Source: an optimization exercise on an open RTL-to-GDS flow (aim: small area, a short achievable clock period and few clock cycles per item). Production flows keep margins and buffers that such runs may drop. RTL that was checked went through simulation tests only; none was proved equivalent to the original. Function not checked in run 6: the RTL went through the layout flow alone. No activity file was given, so power comes from the tool's default toggle rates.

--- design/flow/design.v ---
module spsws_cal (
    input  wire        clk,
    input  wire        rst,           
    input  wire        start,         
    output wire        ready,
    input  wire [31:0] f0_eff,        
    input  wire [31:0] fh_eff,        
    input  wire [31:0] fl_eff,        
    input  wire [31:0] symbol_us,     
    input  wire [31:0] ramp_us,       
    input  wire [7:0]  pwr_min,       
    input  wire [7:0]  pwr_max,       
    output reg         done,          
    output reg  [2:0]  fail_check,    
    output wire [31:0] shift_dur,
    output wire [31:0] idle,
    output wire [31:0] t1,
    output wire [31:0] t2,
    output wire [31:0] t3,
    output wire [31:0] t4,
    output wire [31:0] period,
    output wire [31:0] edge_step,
    output wire [31:0] bit_step
);
    localparam [18:0] DWELL_NUM = 19'd500000;
    localparam [1:0] S_IDLE = 2'd0,
                     S_DIV  = 2'd1,
                     S_POST = 2'd2;
    reg [1:0] state;
    wire st_idle = (state == S_IDLE);
    wire st_div  = (state == S_DIV);
    wire st_post = (state == S_POST);
    assign ready = st_idle;
    reg [18:0] o_sd;
    reg [31:0] o_t1, o_t2, o_t3, o_t4, o_per, o_es, o_bs;
    assign shift_dur = {13'd0, o_sd};
    assign idle      = o_t1;
    assign t1        = o_t1;
    assign t2        = o_t2;
    assign t3        = o_t3;
    assign t4        = o_t4;
    assign period    = o_per;
    assign edge_step = o_es;
    assign bit_step  = o_bs;
    function [2:0] dw_cycles(input [18:0] d);
        begin
            if      (d[18:15] != 4'd0) dw_cycles = 3'd1;
            else if (d[14:11] != 4'd0) dw_cycles = 3'd2;
            else if (d[10:7]  != 4'd0) dw_cycles = 3'd3;
            else if (d[6:3]   != 4'd0) dw_cycles = 3'd4;
            else                       dw_cycles = 3'd5;
        end
    endfunction
    function [18:0] dw_rem0(input [2:0] c);
        begin
            case (c)
                3'd1:    dw_rem0 = 19'd31250;
                3'd2:    dw_rem0 = 19'd1953;
                3'd3:    dw_rem0 = 19'd122;
                3'd4:    dw_rem0 = 19'd7;
                default: dw_rem0 = 19'd0;
            endcase
        end
    endfunction
    function [3:0] dw_nb(input [2:0] c);
        reg [23:0] n;
        begin
            n = {5'd0, DWELL_NUM};
            case (c)
                3'd1:    dw_nb = n[3:0];
                3'd2:    dw_nb = n[7:4];
                3'd3:    dw_nb = n[11:8];
                3'd4:    dw_nb = n[15:12];
                3'd5:    dw_nb = n[19:16];
                default: dw_nb = 4'd0;
            endcase
        end
    endfunction
    function [20:0] dw_digit(input [18:0] rem, input [1:0] nb,
                             input [18:0] d, input [20:0] d3);
        reg [20:0] x;
        reg [21:0] s1, s2, s3;
        begin
            x  = {rem, nb};
            s1 = {1'b0, x} - {3'd0, d};
            s2 = {1'b0, x} - {2'd0, d, 1'b0};
            s3 = {1'b0, x} - {1'b0, d3};
            if (!s3[21])      dw_digit = {2'd3, s3[18:0]};
            else if (!s2[21]) dw_digit = {2'd2, s2[18:0]};
            else if (!s1[21]) dw_digit = {2'd1, s1[18:0]};
            else              dw_digit = {2'd0, x[18:0]};
        end
    endfunction
    function [22:0] dw_cycle(input [18:0] rem, input [3:0] nb,
                             input [18:0] d, input [20:0] d3);
        reg [20:0] a, b;
        begin
            a = dw_digit(rem, nb[3:2], d, d3);
            b = dw_digit(a[18:0], nb[1:0], d, d3);
            dw_cycle = {a[20:19], b[20:19], b[18:0]};
        end
    endfunction
    function [9:0] rg_digit(input [7:0] rem, input [1:0] xb,
                            input [8:0] r, input [9:0] r3);
        reg [9:0]  x;
        reg [10:0] s1, s2, s3;
        begin
            x  = {rem, xb};
            s1 = {1'b0, x} - {2'd0, r};
            s2 = {1'b0, x} - {1'b0, r, 1'b0};
            s3 = {1'b0, x} - {1'b0, r3};
            if (!s3[10])      rg_digit = {2'd3, s3[7:0]};
            else if (!s2[10]) rg_digit = {2'd2, s2[7:0]};
            else if (!s1[10]) rg_digit = {2'd1, s1[7:0]};
            else              rg_digit = {2'd0, x[7:0]};
        end
    endfunction
    function [39:0] rg_cycle(input [7:0] rem, input [31:0] x,
                             input [8:0] r, input [9:0] r3);
        reg [9:0] a, b;
        begin
            a = rg_digit(rem, x[31:30], r, r3);
            b = rg_digit(a[7:0], x[29:28], r, r3);
            rg_cycle = {b[7:0], x[27:0], a[9:8], b[9:8]};
        end
    endfunction
    wire [32:0] dh_full = {1'b0, fh_eff} - {1'b0, f0_eff};
    wire [32:0] dl_full = {1'b0, f0_eff} - {1'b0, fl_eff};
    wire [20:0] dh3_in  = {fh_eff[19:0], 1'b0} + fh_eff[20:0]
                        - {f0_eff[19:0], 1'b0} - f0_eff[20:0];
    wire [20:0] dl3_in  = {f0_eff[19:0], 1'b0} + f0_eff[20:0]
                        - {fl_eff[19:0], 1'b0} - fl_eff[20:0];
    wire        dh_big_in = |dh_full[31:19];
    wire        dl_big_in = |dl_full[31:19];
    wire        ok1_in  = ~dh_full[32] & (|dh_full[31:0]) &
                          ~dl_full[32] & (|dl_full[31:0]);
    wire [2:0]  ch_in   = dh_big_in ? 3'd1 : dw_cycles(dh_full[18:0]);
    wire [2:0]  cl_in   = dl_big_in ? 3'd1 : dw_cycles(dl_full[18:0]);
    wire [8:0]  rng_in  = {pwr_max[7], pwr_max} - {pwr_min[7], pwr_min} + 9'd1;
    wire [9:0]  rng3_in = {pwr_max[7], pwr_max, 1'b0} + {pwr_max[7], pwr_max[7], pwr_max}
                        - {pwr_min[7], pwr_min, 1'b0} - {pwr_min[7], pwr_min[7], pwr_min}
                        + 10'd3;
    wire        s_small = (symbol_us[31:16] == 16'd0);
    wire        r_small = (ramp_us[31:16] == 16'd0);
    wire [31:0] en_in   = symbol_us - 32'd1000;
    reg  [18:0] dh_r, dl_r;
    reg  [20:0] dh3_r, dl3_r;
    reg         hbig_r, lbig_r, ok1_r;
    reg  [31:0] s_r;
    reg  [34:0] k1_r;           
    reg  [33:0] k4_r;           
    reg         rpos_r, c5_r;
    reg  [8:0]  rng_r;
    reg  [9:0]  rng3_r;
    always @(posedge clk) begin
        if (st_idle) begin
            dh_r   <= dh_full[18:0];
            dl_r   <= dl_full[18:0];
            dh3_r  <= dh3_in;
            dl3_r  <= dl3_in;
            hbig_r <= dh_big_in;
            lbig_r <= dl_big_in;
            ok1_r  <= ok1_in;
            s_r    <= symbol_us;
            k1_r   <= {2'd0, symbol_us, 1'b0} - {1'b0, ramp_us, 2'd0};
            k4_r   <= {1'b0, symbol_us, 1'b0} + {ramp_us, 2'd0};
            rpos_r <= |ramp_us;
            c5_r   <= (ramp_us >= {23'd0, rng_in});
            rng_r  <= rng_in;
            rng3_r <= rng3_in;
        end
    end
    reg [18:0] remh, reml;
    reg [18:0] qh, ql;
    reg [3:0]  nbh, nbl;
    reg [2:0]  ch, cl;           
    reg [31:0] xe, xb;           
    reg [7:0]  re, rb;
    reg [3:0]  ke, kb;           
    wire [22:0] sh = dw_cycle(remh, nbh, dh_r, dh3_r);
    wire [22:0] sl = dw_cycle(reml, nbl, dl_r, dl3_r);
    wire [39:0] se = rg_cycle(re, xe, rng_r, rng3_r);
    wire [39:0] sb = rg_cycle(rb, xb, rng_r, rng3_r);
    wire [31:0] es_fin = (ke != 4'd0) ? se[31:0] : xe;
    wire [31:0] bs_fin = (kb != 4'd0) ? sb[31:0] : xb;
    always @(posedge clk) begin
        if (st_idle) begin
            remh <= dw_rem0(ch_in);
            reml <= dw_rem0(cl_in);
            nbh  <= dw_nb(ch_in);
            nbl  <= dw_nb(cl_in);
            ch   <= ch_in;
            cl   <= cl_in;
            qh   <= 19'd0;
            ql   <= 19'd0;
            xe   <= s_small ? {en_in[15:0], 16'd0} : en_in;
            ke   <= s_small ? 4'd4 : 4'd8;
            xb   <= r_small ? {ramp_us[15:0], 16'd0} : ramp_us;
            kb   <= r_small ? 4'd4 : 4'd8;
            re   <= 8'd0;
            rb   <= 8'd0;
        end else if (st_div) begin
            if (ch != 3'd0) begin
                remh <= sh[18:0];
                qh   <= {qh[14:0], sh[22:19]};
                nbh  <= dw_nb(ch - 3'd1);
                ch   <= ch - 3'd1;
            end
            if (cl != 3'd0) begin
                reml <= sl[18:0];
                ql   <= {ql[14:0], sl[22:19]};
                nbl  <= dw_nb(cl - 3'd1);
                cl   <= cl - 3'd1;
            end
            if (ke != 4'd0) begin
                {re, xe} <= se;
                ke <= ke - 4'd1;
            end
            if (kb != 4'd0) begin
                {rb, xb} <= sb;
                kb <= kb - 4'd1;
            end
        end
    end
    wire [18:0] qh_e = hbig_r ? 19'd0 : qh;
    wire [18:0] ql_e = lbig_r ? 19'd0 : ql;
    wire [19:0] sig  = {1'b0, qh_e} + {1'b0, ql_e};
    wire        xo   = s_r[0] ^ qh_e[0];
    wire        yo   = s_r[0] ^ ql_e[0];
    wire        so   = qh_e[0] ^ ql_e[0];
    wire [21:0] u    = {2'd0, sig} + {21'd0, xo} + {21'd0, yo};
    wire signed [22:0] v = $signed({3'd0, sig}) - $signed({21'd0, so, 1'b0})
                         - $signed({22'd0, xo}) - $signed({22'd0, yo});
    wire signed [35:0] k1s = {k1_r[34], k1_r};
    wire [33:0] a1 = k1_r[33:0] - {12'd0, u};
    wire [33:0] a2 = {1'b0, s_r, 1'b0} - {12'd0, u};
    wire [33:0] a3 = {1'b0, s_r, 1'b0} + {{11{v[22]}}, v};
    wire [33:0] a4 = k4_r + {{11{v[22]}}, v};
    wire signed [35:0] c_t1 = k1s - 36'sd4 - $signed({17'd0, qh_e}) - $signed({17'd0, ql_e})
                            - $signed({35'd0, xo}) - $signed({35'd0, yo});
    wire signed [35:0] c_t4 = $signed({17'd0, qh_e}) + $signed({17'd0, ql_e})
                            - $signed({34'd0, so, 1'b0}) - $signed({35'd0, xo})
                            - $signed({35'd0, yo}) - k1s;
    wire c4   = (s_r >= {23'd0, rng_r} + 32'd1000);
    wire chk2 = ~c_t1[35] & c_t4[35] & rpos_r & (|sig[19:1]);
    wire pass = chk2 & c4 & c5_r;
    wire dw_last = (ch <= 3'd1) && (cl <= 3'd1);
    wire rg_last = (ke <= 4'd2) && (kb <= 4'd2);
    always @(posedge clk) begin
        if (rst) begin
            state      <= S_IDLE;
            done       <= 1'b0;
            fail_check <= 3'd0;
            o_sd       <= 19'd0;
            o_t1       <= 32'd0;
            o_t2       <= 32'd0;
            o_t3       <= 32'd0;
            o_t4       <= 32'd0;
            o_per      <= 32'd0;
            o_es       <= 32'd0;
            o_bs       <= 32'd0;
        end else begin
            done <= 1'b0;
            case (state)
                S_IDLE: begin
                    if (start) state <= S_DIV;
                end
                S_DIV: begin
                    if (!ok1_r) begin
                        fail_check <= 3'd1;
                        done       <= 1'b1;
                        state      <= S_IDLE;
                    end else if (dw_last && rg_last) begin
                        state <= S_POST;
                    end
                end
                S_POST: begin
                    if (!chk2)       fail_check <= 3'd2;
                    else if (!c4)    fail_check <= 3'd4;
                    else if (!c5_r)  fail_check <= 3'd5;
                    else             fail_check <= 3'd0;
                    if (pass) begin
                        o_sd  <= sig[19:1];
                        o_t1  <= a1[33:2];
                        o_t2  <= a2[33:2];
                        o_t3  <= a3[33:2];
                        o_t4  <= a4[33:2];
                        o_per <= s_r;
                        o_es  <= es_fin;
                        o_bs  <= bs_fin;
                    end
                    done  <= 1'b1;
                    state <= S_IDLE;
                end
                default: state <= S_IDLE;
            endcase
        end
    end
endmodule
--- design/flow/run.sh ---
#!/bin/bash
# synth_recipe.tcl (not shown) runs the flow's synth.tcl, then flattens the netlist and writes it again
# the make line also repeats each setting of config.mk as NAME=value (left out here)
make -C /OpenROAD-flow-scripts/flow DESIGN_CONFIG=/design/flow/config.mk WORK_HOME=/design/flow/orfs CLKGATE_MAP_FILE= SYNTH_SCRIPT=/design/flow/synth_recipe.tcl finish
--- design/flow/config.mk ---
export PLATFORM = sky130hd
export DESIGN_NAME = spsws_cal
export DESIGN_NICKNAME = spsws_cal
export VERILOG_FILES = /design/flow/design.v
export SDC_FILE = /design/flow/constraint.sdc
export NUM_CORES = 4
export LEC_CHECK = 0
export CAP_MARGIN = 20
export CORE_MARGIN = 2
export CORE_UTILIZATION = 40
export SETUP_SLACK_MARGIN = 2
export SLEW_MARGIN = 20
--- design/flow/constraint.sdc ---
create_clock -name core_clock -period 10.0 [get_ports {clk}]
set_input_delay 2.0000 -clock core_clock [delete_from_list [all_inputs] [get_ports {clk}]]
set_output_delay 2.0000 -clock core_clock [all_outputs]
set_load 0.01 [all_outputs]
==> results of run 1 <==
-- placed cells by master, fill, tap and decap left out, types with 303 or more instances in the layout --
master,Yosys,final
ha_1,868,865
nand2_1,704,702
inv_1,669,668
a21oi_1,652,647
nor2_1,568,563
clkdlybuf4s50_1,0,457
xnor2_1,399,398
o21ai_0,335,329
edfxtp_1,321,321
dfxtp_1,303,303
-- repair_timing --
item | CTS | global route
pin swaps | 4 | 5
resized for setup | 17 | 43
setup endpoints to repair | 244 | 283
cloned | 1 | 6
buffers inserted | 9 | 13
-- stage by stage --
stage | setup slack, ns | total power, mW
after global placement | 0.9514 | 19.84
after detailed placement | 0.8176 | 20.06
after CTS | 2.004 | 23.10
after global routing | 1.922 | 25.34
after floorplan | 2.300 | 16.00
final | 2.402 | 23.44
-- worst register-to-register path: cells and delay by family, from the launching register on --
kind	cells	cell delay, ns
simple gates	8	2.55
fa+ha+maj	2	0.58
xor+xnor	2	0.42
buf+inv	2	0.32
flops	1	0.44
compound gates	13	3.23
-- area by class of cell --
cell class,count,area share
clock buffers,104,0.03029
clock inverters,37,0.005263
flip-flops and latches,624,0.2159
well taps,2058,0.03540
repair buffers,545,0.07464
multi-input cells,5955,0.6039
inverters,671,0.03462
-- per-layer routing --
metal / up-vias / routed length [um] / share of wire / GRT usage
met2: 1984 / 95790 / 0.44 / 0.4056
met4: 6 / 5976 / 0.027 / 0.07375
li1: 27640 / - / - / -
met1: 27500 / 101700 / 0.47 / 0.3717
met3: 276 / 15220 / 0.070 / 0.03450
met5: - / 42 / 0.00019 / 0
-- kinds of logic after synthesis --
kind of cell             share of synthesized area
flip-flops                                  0.2492
buffers and inverters                      0.05896
adder cells (fa/ha/maj)                     0.2162
multiplexers                               0.02065
XOR/XNOR                                   0.07915
AND/OR/NAND/NOR                             0.1602
other                                   0.00005950
AO/OA/AOI/OAI                               0.2156
-- power by group --
part / internal [mW] / switching, mW
combinational: 6.91 / 9.90
clock: 1.65 / 1.26
sequential: 3.31 / 0.413
total: 11.9 / 11.6
-- worst paths after layout --
kind	from	endpoint	slack (ns)	cells after the start
setup / recovery	lbig_r$_DFFE_PP_	o_t3[31]$_SDFFE_PP0P_	2.40	27
hold / removal	o_t3[15]$_SDFFE_PP0P_	o_t3[15]$_SDFFE_PP0P_	0.45	2
setup reg to reg	lbig_r$_DFFE_PP_	o_t3[31]$_SDFFE_PP0P_	2.40	27
hold reg to reg	o_t3[15]$_SDFFE_PP0P_	o_t3[15]$_SDFFE_PP0P_	0.45	2
-- synth_stat cells (70+ instances only) --
master / count
ha_1: 868
nand2_1: 704
inv_1: 669
a21oi_1: 652
nor2_1: 568
xnor2_1: 399
o21ai_0: 335
edfxtp_1: 321
dfxtp_1: 303
a21o_1: 202
clkbuf_1: 180
xor2_1: 168
nor3_1: 156
a211oi_1: 151
fa_1: 137
nor2b_1: 119
nand3_1: 114
nand2b_1: 102
mux2i_1: 94
o21a_1: 85
a31oi_1: 84
o21bai_1: 71
o211ai_1: 70
==> key figures, run 1 <==
Layout
  – FF/Latch Area: 0.01571 mm2
  – Syn-to-layout area delta: 15.43%
  – Core Util, Final: 0.4652
  – Area of the multi-input gates: 0.04393 mm2
  – Fill cells: 15300
  – Diode count: 0
  – Final instance area: 0.07275 mm2
  – Share of layout cells above drive strength 1: 0.04763
  – Post-Layout Cell Count: 9994
  – # nets final: 9057

Routing
  – Via/cell ratio: 5.745
  – ANT nets after route: 0
  – # DRC: 0
  – Routed len/inst: 21.89 um
  – Total routed wirelength: 218.8 mm
  – Vias post-DR: between 50000 and 60000
  – First drt pass iteration count: 8
  – 1st-iter DRT viols: 4645

Floorplanning
  – Core area: about 0.16 mm2
  – Die width: 400.9 um
  – Chip Height: 400.9 um
  – Initial core utilization: 0.4030
  – I/O Pins: 472
  – Site Rows: 145
  – Die ar.: 0.1608 mm2

Timing
  – Final Critical Period: 7.598 ns
  – # setup viols final: 0
  – Setup TNS: 0 ns
  – Final Skew: 0.04064 ns
  – Unrepaired setup endpoints after global routing: true
  – Slew Limit Fails: 0
  – Final Hold Fails: 0
  – WHS: 0.4501 ns
  – Worst slew pin tran: roughly 1.3 ns
  – Max frequency: approximately 0.13 GHz
  – Max_slew headroom: 0.1494
  – Final period util: 0.7598

Synth
  – Number of synthesized flops with an enable pin: 321
  – Post-synthesis cell type count: 98
  – Synth area leader: ha_1
  – Post-synth top area share: 0.1723
  – Area contributors post-synth: ha_1, edfxtp_1, dfxtp_1
  – Synth async-reset ratio: 0
  – Syn Inst Count: 7501
  – Synth Flop Type: edfxtp_1
  – Mapped Area: 0.06302 mm2
  – Mean post-synth cell area: 8.402 um2
  – Register bit total from synthesis: 624
  – Post-synthesis sequential area ratio: 0.2492
  – Ys Warns: 1

Placed design
  – DP Area: 0.06959 mm2
  – Routability Congestion: 0.9346
  – Dpl cells: 9824
  – Port bufs: 458
  – DPL Wire Length: 174.2 mm

GRT
  – Initial antenna violation count: 7
  – Vias in the first global route: 54040
  – First-pass GRT wire length: 326.0 mm
  – Total track usage: 0.2593
  – Largest net degree at the start of global routing: 118
  – Congestion Overflow GR: 0

Worst setup path
  – Max FO, Critical Path: 9
  – Crit path buf inv count: 2
  – Setup CP Type: register to register
  – Arr. time, crit path: 8.22 ns
  – CP Data Required Time: 10.63 ns
  – Nature of the critical path endpoint: register
  – Critical-path top delay cell: a2111o_1
  – Largest delay share family, worst path: compound AO/OA/AOI/OAI gates
  – Crit path largest cell delay: approximately 0.58 ns
  – Cell mode on critical path: a21o_1
  – Startpoint Class: register

Outcome
  – Status: finished clean

Clocking
  – TritonCTS Buffers: 76
  – CTS Hold Bufs: 0
  – Clk Latency, worst-skew pair: 0.71 ns
  – Clock sink total: 624
  – Clock slew at reported path FFs: 0.06 ns
  – Root buf cell: clkbuf_16
  – CTS HTree Levels: 3
  – Bufs on Longest Clock Path: 3
  – TritonCTS clock tree: done

Power and ir drop
  – Leakage: 31.12 nW
  – Pwr dens: 322.2 mW/mm2
  – Peak supply drop: 0.0003851 V

Run
  – Max Cap Viol: 0

Hold path
  – Worst Hold Class: register to register
Testbench counts, summed over its fixed seeds: cycles 11,982, items 2,400.
==> run 2, diff against run 1 <==
--- a/design/flow/config.mk
+++ b/design/flow/config.mk
@@ -9,4 +9,4 @@
 export CORE_MARGIN = 2
 export CORE_UTILIZATION = 40
-export SETUP_SLACK_MARGIN = 2
+export SETUP_SLACK_MARGIN = 4
 export SLEW_MARGIN = 20
==> key figures, run 2 <==
Outcome
  – Status: finished clean

Synth
  – Post-synthesis cell type count: 98 (unchanged)
  – Post-synthesis sequential area ratio: 0.2492 (unchanged)
  – Syn Inst Count: 7501 (unchanged)
  – Post-synth top area share: 0.1723 (unchanged)
  – Post-synth top cells: ha_1, nand2_1, inv_1
  – Synth Flop Type: edfxtp_1
  – Number of synthesized flops with an enable pin: 321 (unchanged)
  – Register bit total from synthesis: 624 (unchanged)
  – Ys Warns: 1 (unchanged)
  – Synth async-reset ratio: 0 (unchanged)
  – Mean post-synth cell area: 8.402 um2 (unchanged)
  – Cell with the most instances after synthesis: ha_1
  – Area contributors post-synth: ha_1, edfxtp_1, dfxtp_1
  – Synth area leader: ha_1
  – Mapped Area: 0.06302 mm2 (unchanged)

Layout
  – # nets final: 9367 (+3.4%)
  – Most frequent cells in the layout: ha_1, nand2_1, inv_1
  – Fill cells: 14570 (-4.8%)
  – Most common cell after layout, fill and taps aside: ha_1
  – FF/Latch Area: 0.01571 mm2 (unchanged)
  – Area of the multi-input gates: 0.04684 mm2 (+6.6%)
  – Syn-to-layout area delta: 26.26%
  – Share of layout cells above drive strength 1: 0.1408 (+0.09315)

Floorplanning
  – Die ar.: 0.1608 mm2 (unchanged)
  – I/O Pins: 472 (unchanged)
  – Site Rows: 145 (unchanged)
  – Core area: 0.1564 mm2 (unchanged)
  – Chip Height: 400.9 um (unchanged)
  – Die width: 400.9 um (unchanged)
  – Initial core utilization: 0.4030 (unchanged)

Worst setup path
  – Crit path largest cell delay: 0.45 ns (-0.13 ns)
  – Nature of the critical path endpoint: register
  – Cell mode on critical path: ha_4
  – Arr. time, crit path: 7.55 ns (-0.67 ns)
  – Setup CP Type: register to register
  – Critical-path top delay cell: edfxtp_1
  – Startpoint Class: register
  – Reg2reg path depth: 39 (+44%)
  – CP Data Required Time: 10.62 ns (about the same)
  – Max FO, Critical Path: 9 (unchanged)

Clocking
  – Clk Latency, worst-skew pair: 0.72 ns (about the same)
  – CTS HTree Levels: 3 (unchanged)
  – Clock sink total: 624 (unchanged)
  – Bufs on Longest Clock Path: 3 (unchanged)
  – TritonCTS Buffers: 78 (+2.6%)
  – Root buf cell: clkbuf_16
  – CTS Hold Bufs: 0 (unchanged)
  – Clock slew at reported path FFs: 0.07 ns (about the same)
  – TritonCTS clock tree: done

Power and ir drop
  – Peak supply drop: 0.0003861 V (+0.26%)
  – Pwr dens: 340.4 mW/mm2 (+5.7%)
  – Leakage: 33.98 nW (+9.2%)

Placed design
  – Port bufs: 458 (unchanged)
  – Routability Congestion: 0.9655 (+3.3%)
  – DPL Wire Length: 176.8 mm (+1.5%)
  – Pre-CTS setup slack: 1.761 ns (+0.9430 ns)

Hold path
  – Worst Hold Class: register to register
  – Hold Path Stages: 2 (unchanged)

Timing
  – # setup viols final: 0 (unchanged)
  – Setup TNS: 0 ns (unchanged)
  – Final Critical Period: 6.933 ns (-0.6647 ns)
  – Max frequency: 0.1442 GHz (+9.6%)
  – Max_slew headroom: 0.2041 (+0.05467)
  – Unrepaired setup endpoints after global routing: true
  – WHS: 0.4319 ns (-0.01820 ns)
  – Final Hold Fails: 0 (unchanged)
  – Slew Limit Fails: 0 (unchanged)
  – Final Skew: 0.04475 ns (+0.004112 ns)
  – Setup WS post-layout: 3.067 ns (+0.6647 ns)
  – Worst slew pin tran: 1.183 ns (-0.08527 ns)
  – Final period util: 0.6933 (-0.06647)

GRT
  – Vias in the first global route: 56010 (+3.6%)
  – First-pass GRT wire length: 344.2 mm (+5.6%)
  – Largest net degree at the start of global routing: 138 (+17%)
  – Congestion Overflow GR: 0 (unchanged)
  – Total track usage: 0.2755 (+0.01618)
  – Initial antenna violation count: 9 (+2)

Routing
  – Routed len/inst: 22.97 um (+5.0%)
  – ANT nets after route: 0 (unchanged)
  – Total routed wirelength: 236.8 mm (+8.3%)
  – Vias post-DR: 59830 (+4.2%)
  – 1st-iter DRT viols: 4881 (+5.1%)
  – Via/cell ratio: 5.805 (+1.0%)
  – # DRC: 0 (unchanged)
  – First drt pass iteration count: 6 (-2)

Run
  – Max Cap Viol: 0 (unchanged)
run 2: cell types whose count changed in the layout (fill, tap and decap cells not counted), moves of 28 or more:
cell     delta
ha_4       +39
o21ai_0    -70
inv_1      -28
buf_12     +34
o21ai_1    +40
buf_16     +32
ha_1       -56
nand2_1    -45
buf_4     +186
a21oi_2    +93
a21oi_1   -105
run 2: per-layer routing:
layer	wire length, um	share of wire	up-vias	track usage
met5	66	0.00028	-	0
met4	7945	0.034	10	0.08547
met3	19170	0.081	391	0.04474
met2	104900	0.44	2424	0.4333
met1	104700	0.44	28710	0.3852
li1	-	-	28300	-
run 2: power by group:
part | internal [mW] | switching [mW]
logic | 8.97 | 11.4
clock network | 1.70 | 1.31
registers | 3.31 | 0.428
run 2: through the flow:
stage	util	power (mW)	instance area, um2	instances
finish	0.5088	27.08	79570	10310
global placement	0.4460	19.84	69750	9829
detailed placement	0.4461	20.05	69760	9829
CTS	0.4867	24.58	76120	10150
floorplan	-	16.06	63530	7513
global route	0.5088	28.96	79570	10310
run 2: logic make-up after synthesis:
family,Yosys count,synth area share
other cells,1,0.00005950
xor+xnor,568,0.07915
flops,624,0.2492
mux,126,0.02065
compound gates,2095,0.2156
simple gates,2145,0.1602
buf+inv,935,0.05896
fa+ha+maj,1007,0.2162
run 2: worst max-delay path, delay by kind of cell (launching register included):
| family | cells | cell delay (ns) |
|---|---|---|
| multiplexers | 1 | 0.25 |
| AND/OR/NAND/NOR | 8 | 1.06 |
| adder cells (fa/ha/maj) | 5 | 1.09 |
| flip-flops | 1 | 0.45 |
| XOR/XNOR | 1 | 0.13 |
| buffers and inverters | 7 | 1.00 |
| AO/OA/AOI/OAI | 17 | 2.86 |
run 2: path summary, 6_finish.rpt:
path	start	end	slack, ns
setup / recovery	lbig_r$_DFFE_PP_	o_es[13]$_SDFFE_PP0P_	3.07
hold reg to reg	ql[7]$_SDFFE_PP0P_	ql[11]$_SDFFE_PP0P_	0.43
hold / removal	ql[7]$_SDFFE_PP0P_	ql[11]$_SDFFE_PP0P_	0.43
setup reg to reg	lbig_r$_DFFE_PP_	o_es[13]$_SDFFE_PP0P_	3.07
run 2: area by class of cell:
cell class,instances,area share
inverter,671,0.03205
clock inverter,42,0.006337
sequential,624,0.1974
clock buffer,102,0.02733
multi-input combinational,5956,0.5887
antenna,3,0.00009434
timing repair buffer,852,0.1158
tap,2058,0.03236
run 2: repair_timing:
action,CTS,global route
endpoints found under the hold margin,0,0
setup buffers,139,139
resized for setup,417,462
gates cloned,34,20
pin swaps,111,232
setup endpoints to repair,333,324
==> run 3, diff against run 2 <==
--- a/design/flow/config.mk
+++ b/design/flow/config.mk
@@ -9,4 +9,3 @@
 export CORE_MARGIN = 2
 export CORE_UTILIZATION = 40
-export SETUP_SLACK_MARGIN = 4
 export SLEW_MARGIN = 20
==> key figures, run 3 <==
Outcome
  – Status: finished clean

Synth
  – Synth area leader: ha_1
  – Register bit total from synthesis: 624 (unchanged)
  – Simple logic cell fraction of the synthesized area: 0.1602 (unchanged)
  – Synth Area in Compound Gates: 0.2156 (unchanged)
  – Largest family of logic cells by synthesized area: adder cells
  – Area contributors post-synth: ha_1, edfxtp_1, dfxtp_1
  – Synth async-reset ratio: 0 (unchanged)
  – Syn Inst Count: 7501 (unchanged)
  – Post-synth top cells: ha_1, nand2_1, inv_1
  – Number of synthesized flops with an enable pin: 321 (unchanged)
  – Post-synthesis sequential area ratio: 0.2492 (unchanged)
  – Synth Flop Type: edfxtp_1
  – Post-synthesis cell type count: 98 (unchanged)
  – Post-synth top area share: 0.1723 (unchanged)
  – Cell with the most instances after synthesis: ha_1
  – Synth Area in Adders: 0.2162 (unchanged)
  – Mux share of post-synthesis cell area: 0.02065 (unchanged)
  – Synth Area in XOR/XNOR: 0.07915 (unchanged)
  – Mean post-synth cell area: 8.402 um2 (unchanged)
  – Mapped Area: 0.06302 mm2 (unchanged)
  – Ys Warns: 1 (unchanged)

Routing
  – Via/cell ratio: 5.731 (-1.3%)
  – Total routed wirelength: 216.3 mm (-8.7%)
  – ANT nets after route: 0 (unchanged)
  – # DRC: 0 (unchanged)
  – First drt pass iteration count: 6 (unchanged)
  – Routed len/inst: 21.68 um (-5.6%)
  – 1st-iter DRT viols: 4676 (-4.2%)
  – Vias post-DR: 57180 (-4.4%)

Clocking
  – CTS Hold Bufs: 0 (unchanged)
  – Post-CTS Setup Bufs: 0 (-100%)
  – Root buf cell: clkbuf_16
  – CTS HTree Levels: 3 (unchanged)
  – Clock slew at reported path FFs: 0.06 ns (about the same)
  – Clock sink total: 624 (unchanged)
  – Resize count post-CTS: 0 (-100%)
  – TritonCTS Buffers: 78 (unchanged)
  – TritonCTS clock tree: done
  – Bufs on Longest Clock Path: 3 (unchanged)
  – Clk Latency, worst-skew pair: 0.70 ns (-0.02 ns)

Power and ir drop
  – Pwr Total: 23.34 mW (-14%)
  – Leakage: 31.02 nW (-8.7%)
  – Pwr dens: 322.6 mW/mm2 (-5.2%)
  – Peak supply drop: 0.0003662 V (-5.2%)

Placed design
  – Port bufs: 458 (unchanged)
  – Dpl cells: 9831 (+0.020%)
  – Routability Congestion: 0.9699 (+0.46%)
  – DPL Wire Length: 175.0 mm (-1.0%)

Timing
  – Setup TNS: 0 ns (unchanged)
  – Max_slew headroom: 0.2193 (+0.01522)
  – Final Skew: 0.03301 ns (-0.01174 ns)
  – Final Critical Period: 8.772 ns (+1.839 ns)
  – Unrepaired setup endpoints after global routing: false
  – # setup viols final: 0 (unchanged)
  – Worst slew pin tran: 1.163 ns (-0.02028 ns)
  – Slew Limit Fails: 0 (unchanged)
  – Max frequency: 0.1140 GHz (-21%)
  – Final Hold Fails: 0 (unchanged)
  – Final period util: 0.8772 (+0.1839)

Worst setup path
  – R2R Setup Slk: 1.23 ns (-1.84 ns)
  – Setup CP Type: register to register
  – Max FO, Critical Path: 122 (+113)
  – Nature of the critical path endpoint: register
  – Reg2reg start: hbig_r$_DFFE_PP_
  – Largest delay share family, worst path: compound AO/OA/AOI/OAI gates
  – Arr. time, crit path: 9.36 ns (+1.81 ns)
  – Worst R2R End: o_t1[13]$_SDFFE_PP0P_
  – Crit path largest cell delay: 0.64 ns (+0.19 ns)
  – Critical-path top delay cell: edfxtp_1
  – CP Data Required Time: 10.59 ns (-0.03 ns)
  – Startpoint Class: register
  – Cell mode on critical path: ha_1
  – Reg2reg path depth: 34 (-13%)
  – Crit path buf inv count: 3 (-4)

Floorplanning
  – Site Rows: 145 (unchanged)
  – Chip Height: 400.9 um (unchanged)
  – Die ar.: 0.1608 mm2 (unchanged)
  – Die width: 400.9 um (unchanged)
  – I/O Pins: 472 (unchanged)
  – Core area: 0.1564 mm2 (unchanged)
  – Initial core utilization: 0.4030 (unchanged)

Layout
  – Most common cell after layout, fill and taps aside: ha_1
  – # nets final: 9037 (-3.5%)
  – Most frequent cells in the layout: ha_1, nand2_1, inv_1
  – Syn-to-layout area delta: 14.82%
  – Fill cells: 15360 (+5.4%)
  – FF/Latch Area: 0.01571 mm2 (unchanged)
  – Post-Layout Cell Count: 9978 (-3.2%)
  – Share of layout cells above drive strength 1: 0.04142 (-0.09935)
  – Area of the multi-input gates: 0.04375 mm2 (-6.6%)

GRT
  – Largest net degree at the start of global routing: 160 (+16%)
  – First-pass GRT wire length: 326.2 mm (-5.2%)
  – Initial antenna violation count: 9 (unchanged)
  – Congestion Overflow GR: 0 (unchanged)
  – Vias in the first global route: 53920 (-3.7%)
  – Total track usage: 0.2592 (-0.01629)

Run
  – Max Cap Viol: 0 (unchanged)

Hold path
  – Hold path start: qh[8]$_SDFFE_PP0P_
  – Worst Hold Class: register to register
  – Hold Path End: qh[12]$_SDFFE_PP0P_
  – Hold Path Stages: 2 (unchanged)
-- run 3: cell types whose count changed in the layout (fill, tap and decap cells not counted), sizes merged --
| cell | previous run | this run |
|---|---|---|
| diode | 3 | 2 |
| dlygate4sd2 | 12 | 0 |
| clkdlybuf4s15 | 1 | 0 |
| or4b | 5 | 3 |
| clkinvlp | 9 | 4 |
| clkdlybuf4s50 | 430 | 457 |
| dlymetal6s2s | 8 | 0 |
| bufbuf | 3 | 0 |
| buf | 378 | 66 |
| clkinv | 20 | 19 |
| clkbuf | 122 | 112 |
| bufinv | 5 | 3 |
-- run 3: worst max-delay path by stage --
stage,to,cells past startpoint,start,slack (ns)
2_1_floorplan,reml[14]$_DFFE_PP_,8,state[0]$_SDFFE_PP0P_,1.70
3_3_place_gp,o_t1[13]$_SDFFE_PP0P_,33,hbig_r$_DFFE_PP_,1.56
3_5_place_dp,o_t1[13]$_SDFFE_PP0P_,33,hbig_r$_DFFE_PP_,1.42
4_1_cts,o_t1[13]$_SDFFE_PP0P_,33,hbig_r$_DFFE_PP_,1.39
5_1_grt,o_t4[31]$_SDFFE_PP0P_,31,hbig_r$_DFFE_PP_,0.52
6_report,o_t1[13]$_SDFFE_PP0P_,34,hbig_r$_DFFE_PP_,1.23
-- run 3: kinds of logic after synthesis --
| logic type | after synthesis |
|---|---|
| buffers and inverters | 935 |
| AND/OR/NAND/NOR | 2145 |
| other | 1 |
| adder cells (fa/ha/maj) | 1007 |
| flip-flops | 624 |
| multiplexers | 126 |
| XOR/XNOR | 568 |
| AO/OA/AOI/OAI | 2095 |
-- run 3: area by class of cell --
class                           instances  area share
Clock buffer                          111     0.03214
Multi-Input combinational cell       5954      0.6046
Sequential cell                       624      0.2170
Clock inverter                         34    0.004807
Timing Repair Buffer                  524     0.07094
Inverter                              671     0.03481
Tap cell                             2058     0.03558
Antenna cell                            2  0.00006916
-- run 3: metal layers --
layer  routed length [um]  GRT usage
met1                99870     0.3700
met2                94920     0.4073
met3                15770    0.03709
met4                 5664    0.06931
met5                   62          0
-- run 3: tightest hold or removal path, cell delays in order, from the launching register on --
cell and delay [ns]:
dfxtp_1 0.31, nand2_1 0.06, a21oi_1 0.05
-- run 3: where the power goes --
group	leakage, nW	internal, mW	switching (mW)
Combinational	24.0	6.88	9.80
Clock	1.31	1.72	1.23
Sequential	5.72	3.31	0.401
Total	31.0	11.9	11.4
-- run 3: stage by stage --
step / instance area [um2] / hold WS, ns / setup WS, ns / util
6_report: 72360 / 0.4454 / 1.228 / 0.4627
3_5_place_dp: 69670 / 0.4479 / 1.416 / 0.4455
3_3_place_gp: 69670 / 0.4414 / 1.559 / 0.4455
4_1_cts: 72350 / 0.4476 / 1.390 / 0.4626
5_1_grt: 72360 / 0.4665 / 0.5243 / 0.4627
2_1_floorplan: 63070 / 0.4318 / 1.699 / -
==> run 4, diff against run 3 <==
--- a/design/flow/design.v
+++ b/design/flow/design.v
@@ -137,4 +137,9 @@
     wire [2:0]  ch_in   = dh_big_in ? 3'd1 : dw_cycles(dh_full[18:0]);
     wire [2:0]  cl_in   = dl_big_in ? 3'd1 : dw_cycles(dl_full[18:0]);
+    wire [18:0] dh_in   = dh_big_in ? 19'h7FFFF : dh_full[18:0];
+    wire [18:0] dl_in   = dl_big_in ? 19'h7FFFF : dl_full[18:0];
+    wire [20:0] dh3x_in = dh_big_in ? 21'h17FFFD : dh3_in;
+    wire [20:0] dl3x_in = dl_big_in ? 21'h17FFFD : dl3_in;
+    wire [34:0] k1_in   = {2'd0, symbol_us, 1'b0} - {1'b0, ramp_us, 2'd0};
     wire [8:0]  rng_in  = {pwr_max[7], pwr_max} - {pwr_min[7], pwr_min} + 9'd1;
     wire [9:0]  rng3_in = {pwr_max[7], pwr_max, 1'b0} + {pwr_max[7], pwr_max[7], pwr_max}
@@ -146,5 +151,6 @@
     reg  [18:0] dh_r, dl_r;
     reg  [20:0] dh3_r, dl3_r;
-    reg         hbig_r, lbig_r, ok1_r;
+    reg         ok1_r;
+    reg  [22:0] k1c_r;          
     reg  [31:0] s_r;
     reg  [34:0] k1_r;           
@@ -155,13 +161,13 @@
     always @(posedge clk) begin
         if (st_idle) begin
-            dh_r   <= dh_full[18:0];
-            dl_r   <= dl_full[18:0];
-            dh3_r  <= dh3_in;
-            dl3_r  <= dl3_in;
-            hbig_r <= dh_big_in;
-            lbig_r <= dl_big_in;
+            dh_r   <= dh_in;
+            dl_r   <= dl_in;
+            dh3_r  <= dh3x_in;
+            dl3_r  <= dl3x_in;
             ok1_r  <= ok1_in;
             s_r    <= symbol_us;
-            k1_r   <= {2'd0, symbol_us, 1'b0} - {1'b0, ramp_us, 2'd0};
+            k1_r   <= k1_in;
+            k1c_r  <= k1_in[34] ? 23'h7FFFFF :
+                      (|k1_in[33:22]) ? 23'h3FFFFF : k1_in[22:0];
             k4_r   <= {1'b0, symbol_us, 1'b0} + {ramp_us, 2'd0};
             rpos_r <= |ramp_us;
@@ -201,4 +207,5 @@
             rb   <= 8'd0;
         end else if (st_div) begin
+            c4 <= (s_r >= {23'd0, rng_r} + 32'd1000);
             if (ch != 3'd0) begin
                 remh <= sh[18:0];
@@ -223,6 +230,6 @@
         end
     end
-    wire [18:0] qh_e = hbig_r ? 19'd0 : qh;
-    wire [18:0] ql_e = lbig_r ? 19'd0 : ql;
+    wire [18:0] qh_e = qh;
+    wire [18:0] ql_e = ql;
     wire [19:0] sig  = {1'b0, qh_e} + {1'b0, ql_e};
     wire        xo   = s_r[0] ^ qh_e[0];
@@ -232,16 +239,16 @@
     wire signed [22:0] v = $signed({3'd0, sig}) - $signed({21'd0, so, 1'b0})
                          - $signed({22'd0, xo}) - $signed({22'd0, yo});
-    wire signed [35:0] k1s = {k1_r[34], k1_r};
-    wire [33:0] a1 = k1_r[33:0] - {12'd0, u};
+        wire [33:0] a1 = k1_r[33:0] - {12'd0, u};
     wire [33:0] a2 = {1'b0, s_r, 1'b0} - {12'd0, u};
     wire [33:0] a3 = {1'b0, s_r, 1'b0} + {{11{v[22]}}, v};
     wire [33:0] a4 = k4_r + {{11{v[22]}}, v};
-    wire signed [35:0] c_t1 = k1s - 36'sd4 - $signed({17'd0, qh_e}) - $signed({17'd0, ql_e})
-                            - $signed({35'd0, xo}) - $signed({35'd0, yo});
-    wire signed [35:0] c_t4 = $signed({17'd0, qh_e}) + $signed({17'd0, ql_e})
-                            - $signed({34'd0, so, 1'b0}) - $signed({35'd0, xo})
-                            - $signed({35'd0, yo}) - k1s;
-    wire c4   = (s_r >= {23'd0, rng_r} + 32'd1000);
-    wire chk2 = ~c_t1[35] & c_t4[35] & rpos_r & (|sig[19:1]);
+    wire signed [24:0] k1cs = {{2{k1c_r[22]}}, k1c_r};
+    wire signed [24:0] c_t1 = k1cs - 25'sd4 - $signed({6'd0, qh_e}) - $signed({6'd0, ql_e})
+                            - $signed({24'd0, xo}) - $signed({24'd0, yo});
+    wire signed [24:0] c_t4 = $signed({6'd0, qh_e}) + $signed({6'd0, ql_e})
+                            - $signed({23'd0, so, 1'b0}) - $signed({24'd0, xo})
+                            - $signed({24'd0, yo}) - k1cs;
+    reg  c4;
+    wire chk2 = ~c_t1[24] & c_t4[24] & rpos_r & (|sig[19:1]);
     wire pass = chk2 & c4 & c5_r;
     wire dw_last = (ch <= 3'd1) && (cl <= 3'd1);
--- a/design/flow/config.mk
+++ b/design/flow/config.mk
@@ -9,3 +9,4 @@
 export CORE_MARGIN = 2
 export CORE_UTILIZATION = 40
+export SETUP_SLACK_MARGIN = 4.5
 export SLEW_MARGIN = 20
==> key figures, run 4 <==
Outcome
  – Status: finished clean

GRT
  – Largest net degree at the start of global routing: 138 (-14%)
  – Initial antenna violation count: 10 (+1)
  – First-pass GRT wire length: 362.1 mm (+11%)
  – Vias in the first global route: 58870 (+9.2%)
  – Total track usage: 0.2856 (+0.02640)
  – Congestion Overflow GR: 0 (unchanged)

Synth
  – Synth async-reset ratio: 0 (unchanged)
  – Mapped Area: 0.06462 mm2 (+2.5%)
  – Synth area leader: ha_1
  – Synth Flop Type: edfxtp_1
  – Synth Area in XOR/XNOR: 0.07440 (-0.004757)
  – Post-synthesis cell type count: 121 (+23%)
  – Post-synth top area share: 0.1650 (-0.007343)
  – Synth Area in Compound Gates: 0.2208 (+0.005185)
  – Largest family of logic cells by synthesized area: compound AO/OA/AOI/OAI gates
  – Mux share of post-synthesis cell area: 0.02256 (+0.001912)
  – Syn Inst Count: 7659 (+2.1%)
  – Area contributors post-synth: ha_1, edfxtp_1, dfxtp_1
  – Mean post-synth cell area: 8.437 um2 (+0.41%)
  – Simple logic cell fraction of the synthesized area: 0.1624 (+0.002134)
  – Post-synth top cells: ha_1, a21oi_1, nand2_1
  – Synth Area in Adders: 0.2090 (-0.007203)
  – Post-synthesis sequential area ratio: 0.2528 (+0.003622)
  – Cell with the most instances after synthesis: ha_1
  – Ys Warns: 1 (unchanged)
  – Register bit total from synthesis: 645 (+3.4%)
  – Number of synthesized flops with an enable pin: 342 (+6.5%)

Floorplanning
  – I/O Pins: 472 (unchanged)
  – Core area: 0.1606 mm2 (+2.7%)
  – Site Rows: 147 (+1.4%)
  – Chip Height: 405.9 um (+1.2%)
  – Die width: 405.9 um (+1.2%)
  – Initial core utilization: 0.4024 (-0.0005799)
  – Die ar.: 0.1648 mm2 (+2.5%)

Placed design
  – Routability Congestion: 0.9362 (-3.5%)
  – Port bufs: 458 (unchanged)
  – DPL Wire Length: 178.4 mm (+2.0%)

Worst setup path
  – CP Data Required Time: 10.62 ns (+0.03 ns)
  – Arr. time, crit path: 6.99 ns (-2.37 ns)
  – Crit path largest cell delay: 0.59 ns (-0.05 ns)
  – Max FO, Critical Path: 7 (-94%)
  – Setup CP Type: register to register
  – Critical-path top delay cell: or4_1
  – Startpoint Class: register
  – Nature of the critical path endpoint: register

Clocking
  – Clock slew at reported path FFs: 0.06 ns (about the same)
  – TritonCTS clock tree: done
  – Root buf cell: clkbuf_16
  – Bufs on Longest Clock Path: 3 (unchanged)
  – TritonCTS Buffers: 80 (+2.6%)
  – CTS Hold Bufs: 0 (unchanged)
  – Clk Latency, worst-skew pair: 0.72 ns (+0.02 ns)
  – Clock sink total: 645 (+3.4%)
  – CTS HTree Levels: 3 (unchanged)

Timing
  – Worst slew pin tran: 1.194 ns (+0.03086 ns)
  – Unrepaired setup endpoints after global routing: true
  – WHS: 0.4490 ns (+0.003633 ns)
  – Final Critical Period: 6.365 ns (-2.406 ns)
  – Final Hold Fails: 0 (unchanged)
  – Slew Limit Fails: 0 (unchanged)
  – Setup TNS: 0 ns (unchanged)
  – Max_slew headroom: 0.2021 (-0.01724)
  – Final period util: 0.6365 (-0.2406)
  – Max frequency: 0.1571 GHz (+38%)
  – Final Skew: 0.05574 ns (+0.02273 ns)
  – # setup viols final: 0 (unchanged)

Power and ir drop
  – Peak supply drop: 0.0001980 V (-46%)
  – Leakage: 36.67 nW (+18%)
  – Combinational fraction of design power: 0.668 (-0.046)
  – Sw frac: 0.4608 (-0.02894)
  – Pwr dens: 231.0 mW/mm2 (-28%)
  – Clock network fraction of design power: 0.155 (+0.028)
  – P_int: 10.77 mW (-9.5%)
  – Sequential Power Share: 0.177 (+0.018)
  – Net Sw Power: 9.207 mW (-19%)
  – Pwr Total: 19.98 mW (-14%)

Routing
  – # DRC: 0 (unchanged)
  – 1st-iter DRT viols: 5391 (+15%)
  – Total routed wirelength: 250.4 mm (+16%)
  – ANT nets after route: 0 (unchanged)
  – First drt pass iteration count: 5 (-1)
  – Via/cell ratio: 5.812 (+1.4%)
  – Routed len/inst: 23.22 um (+7.1%)
  – Vias post-DR: 62690 (+9.6%)

Layout
  – Core Util, Final: 0.5387 (+0.07595)
  – Most common cell after layout, fill and taps aside: ha_1
  – Share of layout cells above drive strength 1: 0.2141 (+0.1727)
  – # nets final: 9723 (+7.6%)
  – Most frequent cells in the layout: ha_1, inv_1, nand2_1
  – Syn-to-layout area delta: 33.86%

Hold path
  – Worst Hold Class: register to register

Run
  – Max Cap Viol: 0 (unchanged)
==> run 4: changes by cell type in the layout (fill, tap and decap cells not counted), sizes merged, moves of 31 or more <==
| cell | previous run | this run |
|---|---|---|
| a211oi | 151 | 200 |
| a21oi | 653 | 713 |
| buf | 66 | 589 |
| clkdlybuf4s50 | 457 | 379 |
| nand2b | 102 | 133 |
| nand3 | 114 | 156 |
| o21ai | 339 | 393 |
==> run 4: timing repair <==
item                       CTS  global route
setup endpoints to repair  429           409
gates cloned                50            12
setup buffers              305           191
gates resized for setup    940           712
pin swaps                  293           385
==> run 4: per-stage QoR <==
step	instances	area [um2]	setup WS [ns]
final	10790	86490	3.635
after global routing	10780	86490	3.238
after CTS	10580	81990	3.486
after detailed placement	10070	71790	2.555
after global placement	10070	71790	2.647
after floorplan	7671	65820	4.107
==> run 4: worst max-delay path, delay by kind of cell (launching register included) <==
family / cells / cell delay (ns)
simple gates: 8 / 2.04
compound gates: 9 / 1.68
fa+ha+maj: 4 / 0.98
xor+xnor: 3 / 0.84
flops: 1 / 0.36
buf+inv: 3 / 0.36
==> run 4: path summary, 6_finish.rpt <==
check / from / end / slack [ns] / cells past startpoint
worst max-delay path: ql[0]$_SDFFE_PP0P_ / o_t4[29]$_SDFFE_PP0P_ / 3.63 / 27
worst min-delay path: o_t4[25]$_SDFFE_PP0P_ / o_t4[25]$_SDFFE_PP0P_ / 0.45 / 2
worst max register to register: ql[0]$_SDFFE_PP0P_ / o_t4[29]$_SDFFE_PP0P_ / 3.63 / 27
worst min register to register: o_t4[25]$_SDFFE_PP0P_ / o_t4[25]$_SDFFE_PP0P_ / 0.45 / 2
==> run 4: cells by family after synthesis <==
logic type,after synthesis
xor gates and xnor gates,545
adders and majority gates,994
and+or+nand+nor,2205
muxes,142
AOI/OAI and AO/OA,2198
other,1
DFF,645
buffers and inverters,929
==> run 4: power groups by stage <==
stage                     combinational [mW]  sequential [mW]  clock [mW]
after floorplan                         7.41             3.40           0
after global placement                  9.73             3.58           0
after detailed placement                9.82             3.58           0
after CTS                               11.9             3.51        3.12
after global routing                    14.3             3.56        3.22
final                                   13.4             3.54        3.09
==> run 4: metal layers <==
metal | track usage | vias to the layer above | share of wire
met3 | 0.04075 | 501 | 0.074
met5 | 0 | - | 0.00016
met2 | 0.4545 | 2528 | 0.45
li1 | - | 29420 | -
met1 | 0.3895 | 30230 | 0.43
met4 | 0.1118 | 6 | 0.046
==> run 4: cell type report <==
| class | instances | area [um2] |
|---|---|---|
| timing repair buffer | 1050 | 11070 |
| tap | 2160 | 2703 |
| multi-input combinational | 6112 | 51060 |
| inverter | 661 | 2541 |
| clock inverter | 45 | 549.3 |
| clock buffer | 105 | 2208 |
| sequential | 645 | 16350 |
| antenna | 7 | 17.52 |
| fill | 14400 | 74070 |
Testbench counts of run 4, summed over its fixed seeds: cycles 11,982, items 2,400.
==> run 5, diff against run 4 <==
--- a/design/flow/config.mk
+++ b/design/flow/config.mk
@@ -9,4 +9,4 @@
 export CORE_MARGIN = 2
 export CORE_UTILIZATION = 40
-export SETUP_SLACK_MARGIN = 4.5
+export SETUP_SLACK_MARGIN = 3
 export SLEW_MARGIN = 20
==> key figures, run 5 <==
Outcome
  – Status: finished clean

Worst setup path
  – Crit path largest cell delay: 0.63 ns (+0.04 ns)
  – Startpoint Class: register
  – CP Data Required Time: 10.44 ns (-0.18 ns)
  – Arr. time, crit path: 7.15 ns (+0.16 ns)
  – Max FO, Critical Path: 14 (+7)
  – Nature of the critical path endpoint: register
  – Setup CP Type: register to register
  – R2R Setup Slk: 3.28 ns (-0.35 ns)
  – Critical Path Source: nbl[3]$_DFFE_PP_
  – Reg2reg start: nbl[3]$_DFFE_PP_
  – Critical-path top delay cell: or4_4

Synth
  – Cell with the most instances after synthesis: ha_1
  – Syn Inst Count: 7659 (unchanged)
  – Ys Warns: 1 (unchanged)
  – Mapped Area: 0.06462 mm2 (unchanged)
  – Synth area leader: ha_1
  – Number of synthesized flops with an enable pin: 342 (unchanged)
  – Post-synthesis cell type count: 121 (unchanged)
  – Post-synth top area share: 0.1650 (unchanged)
  – Post-synthesis sequential area ratio: 0.2528 (unchanged)
  – Mean post-synth cell area: 8.437 um2 (unchanged)
  – Post-synth top cells: ha_1, a21oi_1, nand2_1
  – Area contributors post-synth: ha_1, edfxtp_1, dfxtp_1
  – Synth Flop Type: edfxtp_1
  – Register bit total from synthesis: 645 (unchanged)
  – Synth async-reset ratio: 0 (unchanged)

Clocking
  – Clk Latency, worst-skew pair: 0.71 ns (about the same)
  – TritonCTS Buffers: 78 (-2.5%)
  – CTS HTree Levels: 3 (unchanged)
  – Root buf cell: clkbuf_16
  – Bufs on Longest Clock Path: 3 (unchanged)
  – Clock sink total: 645 (unchanged)
  – TritonCTS clock tree: done
  – Clock slew at reported path FFs: 0.06 ns (about the same)

Placed design
  – Pre-CTS setup slack: 1.562 ns (-0.9932 ns)
  – DPL Wire Length: 176.4 mm (-1.2%)
  – Routability Congestion: 0.9397 (+0.37%)
  – Port bufs: 458 (unchanged)

GRT
  – First-pass GRT wire length: 334.8 mm (-7.5%)
  – Initial antenna violation count: 9 (-1)
  – Congestion Overflow GR: 0 (unchanged)
  – Vias in the first global route: 55380 (-5.9%)
  – Largest net degree at the start of global routing: 104 (-25%)
  – Total track usage: 0.2621 (-0.02346)

Hold path
  – Worst Hold Class: register to register
  – Hold path start: o_t2[6]$_SDFFE_PP0P_

Timing
  – # setup viols final: 0 (unchanged)
  – Unrepaired setup endpoints after global routing: true
  – Final period util: 0.6715 (+0.03498)
  – Slew Limit Fails: 0 (unchanged)
  – Max_slew headroom: 0.2138 (+0.01177)
  – Worst slew pin tran: 1.176 ns (-0.01761 ns)
  – Final Skew: 0.07178 ns (+0.01604 ns)
  – Max frequency: 0.1489 GHz (-5.2%)
  – Final Critical Period: 6.715 ns (+0.3498 ns)
  – Final Hold Fails: 0 (unchanged)
  – Setup WS post-layout: 3.285 ns (-0.3498 ns)
  – Setup TNS: 0 ns (unchanged)

Layout
  – Syn-to-layout area delta: 17.32%
  – Most common cell after layout, fill and taps aside: ha_1
  – Share of layout cells above drive strength 1: 0.06548 (-0.1486)
  – # nets final: 9265 (-4.7%)
  – Most frequent cells in the layout: ha_1, nand2_1, a21oi_1

Routing
  – # DRC: 0 (unchanged)
  – 1st-iter DRT viols: 5001 (-7.2%)
  – Via/cell ratio: 5.719 (-1.6%)
  – Vias post-DR: 59010 (-5.9%)
  – First drt pass iteration count: 8 (+3)
  – ANT nets after route: 0 (unchanged)
  – Total routed wirelength: 225.0 mm (-10%)
  – Routed len/inst: 21.80 um (-6.1%)

Run
  – Max Cap Viol: 0 (unchanged)

Floorplanning
  – Core area: 0.1606 mm2 (unchanged)
  – Die width: 405.9 um (unchanged)
  – Initial core utilization: 0.4024 (unchanged)
  – Site Rows: 147 (unchanged)
  – Chip Height: 405.9 um (unchanged)
  – Die ar.: 0.1648 mm2 (unchanged)
  – I/O Pins: 472 (unchanged)

Power and ir drop
  – Peak supply drop: 0.0001594 V (-20%)
  – Pwr dens: 222.6 mW/mm2 (-3.6%)
  – Leakage: 32.36 nW (-12%)
## run 5: layer usage
layer / share of wire / wire length, um / global-route usage / up-vias
met3: 0.063 / 14230 / 0.03462 / 335
met1: 0.45 / 102000 / 0.3644 / 28270
li1: - / - / - / 28470
met5: 0.00028 / 63 / 0 / -
met4: 0.036 / 8056 / 0.08876 / 10
met2: 0.45 / 100600 / 0.4172 / 1923
## run 5: area by class of cell
cell class	count	area [um2]
Fill cell	15600	84760
Inverter	661	2490
Tap cell	2160	2703
Timing Repair Buffer	601	6083
Sequential cell	645	16340
Clock buffer	103	2172
Clock inverter	40	415.4
Multi-Input combinational cell	6105	45590
Antenna cell	3	7.507
## run 5: repair_timing
| item | 4_1_cts | 5_1_grt |
|---|---|---|
| hold buffers | 0 | 0 |
| pin swaps | 13 | 45 |
| cloned | 10 | 8 |
| gates resized for setup | 111 | 122 |
| setup endpoints to repair | 306 | 304 |
| buffers inserted | 31 | 38 |
| hold endpoints to repair | 0 | 0 |
## run 5: critical path, delay by kind of cell, from the launching register on
| kind | cells | cell delay (ns) |
|---|---|---|
| flops | 1 | 0.47 |
| fa+ha+maj | 3 | 0.88 |
| buf+inv | 3 | 0.36 |
| compound gates | 16 | 3.45 |
| simple gates | 4 | 1.23 |
## run 5: power by group
group	internal (mW)	switching [mW]
registers	3.18	0.345
clock network	1.59	1.30
logic	4.22	6.24
## run 5: kinds of logic after synthesis
group	synth area share
multiplexers	0.02256
flip-flops	0.2528
XOR/XNOR	0.07440
AO/OA/AOI/OAI	0.2208
buffers and inverters	0.05807
adder cells (fa/ha/maj)	0.2090
AND/OR/NAND/NOR	0.1624
other	0.00005804
## run 5: final timing paths
kind	endpoint	cells past startpoint
worst max-delay path	reml[7]$_DFFE_PP_	26
worst min-delay path	o_t2[6]$_SDFFE_PP0P_	2
worst max register to register	reml[7]$_DFFE_PP_	26
worst min register to register	o_t2[6]$_SDFFE_PP0P_	2
## run 5: stage by stage
stage | instance area [um2] | util | cells | power [mW] | hold slack (ns)
2_1_floorplan | 64660 | - | 7671 | 10.58 | 0.4647
3_3_place_gp | 71270 | 0.4439 | 10090 | 13.18 | 0.4421
3_5_place_dp | 71270 | 0.4439 | 10090 | 13.25 | 0.4464
4_1_cts | 74780 | 0.4657 | 10270 | 16.43 | 0.4547
5_1_grt | 75810 | 0.4721 | 10320 | 18.10 | 0.4671
6_report | 75810 | 0.4721 | 10320 | 16.88 | 0.4507
==> run 6, diff against run 5 <==
--- a/design/flow/design.v
+++ b/design/flow/design.v
@@ -168,6 +168,4 @@
             s_r    <= symbol_us;
             k1_r   <= k1_in;
-            k1c_r  <= k1_in[34] ? 23'h7FFFFF :
-                      (|k1_in[33:22]) ? 23'h3FFFFF : k1_in[22:0];
             k4_r   <= {1'b0, symbol_us, 1'b0} + {ramp_us, 2'd0};
             rpos_r <= |ramp_us;
@@ -208,4 +206,6 @@
         end else if (st_div) begin
             c4 <= (s_r >= {23'd0, rng_r} + 32'd1000);
+            k1c_r <= k1_r[34] ? 23'h7FFFFF :
+                     (|k1_r[33:22]) ? 23'h3FFFFF : k1_r[22:0];
             if (ch != 3'd0) begin
                 remh <= sh[18:0];
--- a/design/flow/config.mk
+++ b/design/flow/config.mk
@@ -9,4 +9,4 @@
 export CORE_MARGIN = 2
 export CORE_UTILIZATION = 40
-export SETUP_SLACK_MARGIN = 3
+export SETUP_SLACK_MARGIN = 2
 export SLEW_MARGIN = 20
==> key figures, run 6 <==
GRT
  – Total track usage: 0.2643 (+0.002203)
  – Largest net degree at the start of global routing: 172 (+65%)
  – Vias in the first global route: 55030 (-0.64%)
  – Congestion Overflow GR: 0 (unchanged)
  – First-pass GRT wire length: 334.5 mm (about the same)
  – Initial antenna violation count: 27 (+18)

Worst setup path
  – Crit path largest cell delay: 0.57 ns (-0.06 ns)
  – Arr. time, crit path: 8.09 ns (+0.94 ns)
  – R2R Setup Slk: 2.37 ns (-0.92 ns)
  – CP Data Required Time: 10.46 ns (+0.02 ns)
  – Worst R2R End: reml[0]$_DFFE_PP_
  – Max FO, Critical Path: 16 (+2)
  – Reg2reg start: dl_r[1]$_SDFFCE_PP1P_
  – Cell mode on critical path: o21ai_0
  – Reg2reg path depth: 25 (-3.8%)
  – Startpoint Class: register
  – Setup CP Type: register to register
  – Nature of the critical path endpoint: register
  – Critical-path top delay cell: o21ai_0

Layout
  – Syn-to-layout area delta: 14.99%
  – # nets final: 9227 (-0.41%)
  – Final instance area: 0.07383 mm2 (-2.6%)
  – Most common cell after layout, fill and taps aside: ha_1
  – Share of layout cells above drive strength 1: 0.04209 (-0.02339)
  – Most frequent cells in the layout: ha_1, a21oi_1, nor2_1

Power and ir drop
  – Sequential Power Share: 0.215 (+0.006)
  – Sw frac: 0.4586 (-0.008806)
  – Peak supply drop: 0.0001419 V (-11%)
  – Net Sw Power: 7.553 mW (-4.2%)
  – Combinational fraction of design power: 0.592 (-0.028)
  – P_int: 8.915 mW (-0.79%)
  – Pwr dens: 223.1 mW/mm2 (+0.20%)
  – Clock network fraction of design power: 0.193 (+0.021)
  – Leakage: 32.46 nW (+0.30%)

Timing
  – Max_slew headroom: -0.7181 (-0.9319)
  – Worst slew pin tran: 2.550 ns (+1.374 ns)
  – Final Hold Fails: 0 (unchanged)
  – Max frequency: 0.1311 GHz (-12%)
  – # setup viols final: 0 (unchanged)
  – Final Critical Period: 7.631 ns (+0.9154 ns)
  – Final Skew: 0.05340 ns (-0.01838 ns)
  – Unrepaired setup endpoints after global routing: true
  – Slew Limit Fails: 12 (+12)
  – Final period util: 0.7631 (+0.09154)
  – WHS: 0.4536 ns (+0.002895 ns)
  – Setup TNS: 0 ns (unchanged)

Placed design
  – DPL Wire Length: 179.9 mm (+2.0%)
  – DP Area: 0.07079 mm2 (-0.68%)
  – Port bufs: 458 (unchanged)
  – Routability Congestion: 0.9558 (+1.7%)

Clocking
  – Root buf cell: clkbuf_16
  – TritonCTS clock tree: done
  – TritonCTS Buffers: 83 (+6.4%)
  – Clock slew at reported path FFs: 0.06 ns (about the same)
  – Clock sink total: 646 (+0.16%)
  – Clk Latency, worst-skew pair: 0.72 ns (about the same)
  – CTS Hold Bufs: 0 (unchanged)
  – CTS HTree Levels: 3 (unchanged)
  – Bufs on Longest Clock Path: 3 (unchanged)

Synth
  – Register bit total from synthesis: 646 (+0.16%)
  – Post-synthesis cell type count: 100 (-17%)
  – Number of synthesized flops with an enable pin: 343 (+0.29%)
  – Post-synthesis sequential area ratio: 0.2549 (+0.002079)
  – Post-synth top area share: 0.1660 (+0.001051)
  – Synth Flop Type: edfxtp_1
  – Syn Inst Count: 7703 (+0.57%)
  – Synth async-reset ratio: 0 (unchanged)
  – Cell with the most instances after synthesis: ha_1
  – Area contributors post-synth: ha_1, edfxtp_1, dfxtp_1
  – Synth area leader: ha_1
  – Ys Warns: 1 (unchanged)
  – Mapped Area: 0.06421 mm2 (-0.63%)
  – Post-synth top cells: ha_1, a21oi_1, nor2_1
  – Mean post-synth cell area: 8.335 um2 (-1.2%)

Routing
  – Via/cell ratio: 5.710 (-0.17%)
  – 1st-iter DRT viols: 4955 (-0.92%)
  – Vias post-DR: 58340 (-1.1%)
  – ANT nets after route: 0 (unchanged)
  – # DRC: 0 (unchanged)
  – Routed len/inst: 21.99 um (+0.83%)
  – Total routed wirelength: 224.6 mm (-0.16%)
  – First drt pass iteration count: 7 (-1)

Hold path
  – Hold Path Stages: 2 (unchanged)
  – Hold path start: o_per[19]$_SDFFE_PP0P_
  – Worst Hold Class: register to register
  – Hold Path End: o_per[19]$_SDFFE_PP0P_

Outcome
  – Layout Check Fails: max-capacitance violations, max-slew violations
  – Status: complete, but fails checks

Floorplanning
  – Die width: 404.6 um (-0.31%)
  – Chip Height: 404.6 um (-0.31%)
  – Core area: 0.1600 mm2 (-0.34%)
  – Die ar.: 0.1637 mm2 (-0.63%)
  – Site Rows: 147 (unchanged)
  – I/O Pins: 472 (unchanged)
  – Initial core utilization: 0.4013 (-0.001169)

Run
  – Max Cap Viol: 2 (+2)
run 6: changes by cell type after synthesis, sizes merged, moves of 25 or more:
cell	delta
a21o	+31
xor2	+39
mux2i	-25
a211oi	-97
nand2	-58
nor2	+129
xnor2	-34
a21oi	+92
run 6: layer usage:
metal | wire length, um | global-route usage
met4 | 7367 | 0.08628
met2 | 98000 | 0.4114
met5 | 144 | 0
met1 | 103900 | 0.3729
met3 | 15220 | 0.04038
run 6: layout make-up:
cell class                      count  area, um2
Sequential cell                   646      16370
Multi-Input combinational cell   6138      44330
Timing Repair Buffer              524       5129
Clock inverter                     37      417.9
Inverter                          661       2482
Tap cell                         2086       2610
Antenna cell                        6      15.01
Clock buffer                      119       2481
Fill cell                       15670      86180
run 6: worst max-delay path by stage:
stage,from,to,slack [ns],cells past startpoint
detailed placement,ql[3]$_SDFFE_PP0P_,o_t4[31]$_SDFFE_PP0P_,2.24,25
floorplan,state[0]$_SDFFE_PP0P_,xb[0]$_DFFE_PP_,2.47,7
finish,dl_r[1]$_SDFFCE_PP1P_,reml[0]$_DFFE_PP_,2.37,25
global route,nbl[3]$_DFFE_PP_,reml[17]$_SDFFCE_PP0P_,1.92,25
CTS,ql[3]$_SDFFE_PP0P_,o_t4[31]$_SDFFE_PP0P_,2.24,25
global placement,f0_eff[1],reml[9]$_DFFE_PP_,2.29,14
run 6: worst max-delay path: cells and delay by family, from the launching register on:
family | cells | cell delay, ns
AOI/OAI and AO/OA | 15 | 4.66
muxes | 3 | 0.90
buffers and inverters | 1 | 0.29
and+or+nand+nor | 4 | 0.46
adders and majority gates | 2 | 0.61
DFF | 1 | 0.46
run 6: cell families (layout without fill, tap and decap cells):
family	Yosys count	in the layout	synth area share
XOR/XNOR	550	550	0.07503
flip-flops	646	646	0.2549
multiplexers	121	121	0.01945
adder cells (fa/ha/maj)	995	995	0.2105
other	1	19	0.00005841
AND/OR/NAND/NOR	2240	2242	0.1640
buffers and inverters	933	1341	0.05811
AO/OA/AOI/OAI	2217	2217	0.2180
run 6: power by group through the flow:
stage | Combinational (mW) | Sequential (mW) | Clock [mW]
after global routing | 10.8 | 3.56 | 3.34
after global placement | 9.35 | 3.58 | 0
after detailed placement | 9.44 | 3.58 | 0
final | 9.75 | 3.54 | 3.18
after CTS | 9.52 | 3.53 | 3.24
after floorplan | 7.06 | 3.41 | 0
run 6: through the flow:
step | util | cells | setup WS (ns) | power, mW
3_3_place_gp | 0.4424 | 10050 | 2.289 | 12.93
5_1_grt | 0.4614 | 10220 | 1.924 | 17.68
6_report | 0.4614 | 10220 | 2.369 | 16.47
4_1_cts | 0.4605 | 10210 | 2.237 | 16.29
3_5_place_dp | 0.4424 | 10050 | 2.244 | 13.02
2_1_floorplan | - | 7715 | 2.473 | 10.46
run 6: timing repair:
action / in CTS / in global routing
setup buffers: 0 / 4
resized for setup: 0 / 16
endpoints found under the hold margin: 0 / 0
setup endpoints to repair: 0 / 97

-- afterwards: timing with drivers on the ports --
Ports are ideal in the flow. The routed layouts listed here were re-timed in OpenROAD.
Step 1 assumes that a clkbuf_16 drives the clock port and a buf_2 every other input.
Step 2 times the ports against the registers' clock, not the clock port: input delays grow and output delays shrink by t, the midpoint of the rising clock arrivals with the driver on.
Three values: no drivers, after step 1, after step 2; two values: the first two.
run	shift t [ns]	setup WS [ns]	latest minus earliest clock arrival (ns)	worst data-port slew with drivers (ns)	cell pins on the clock port's net
run 1	0.779	2.402 / 2.402 / 1.986	0.042 / 0.042	0.15	1
run 2	0.776	3.067 / 3.067 / 3.067	0.045 / 0.045	0.18	1
run 3	0.769	1.228 / 1.228 / 1.228	0.042 / 0.042	0.15	1
run 4	0.775	3.635 / 3.635 / 3.635	0.062 / 0.062	0.19	1
run 5	0.754	3.285 / 3.285 / 2.627	0.074 / 0.074	0.20	1
run 6	0.783	2.369 / 2.369 / 2.052	0.063 / 0.063	0.19	1
For run 5, which loses most, drivers alone change the setup slack by 0.000 ns; drivers and shift together by -0.658 ns.
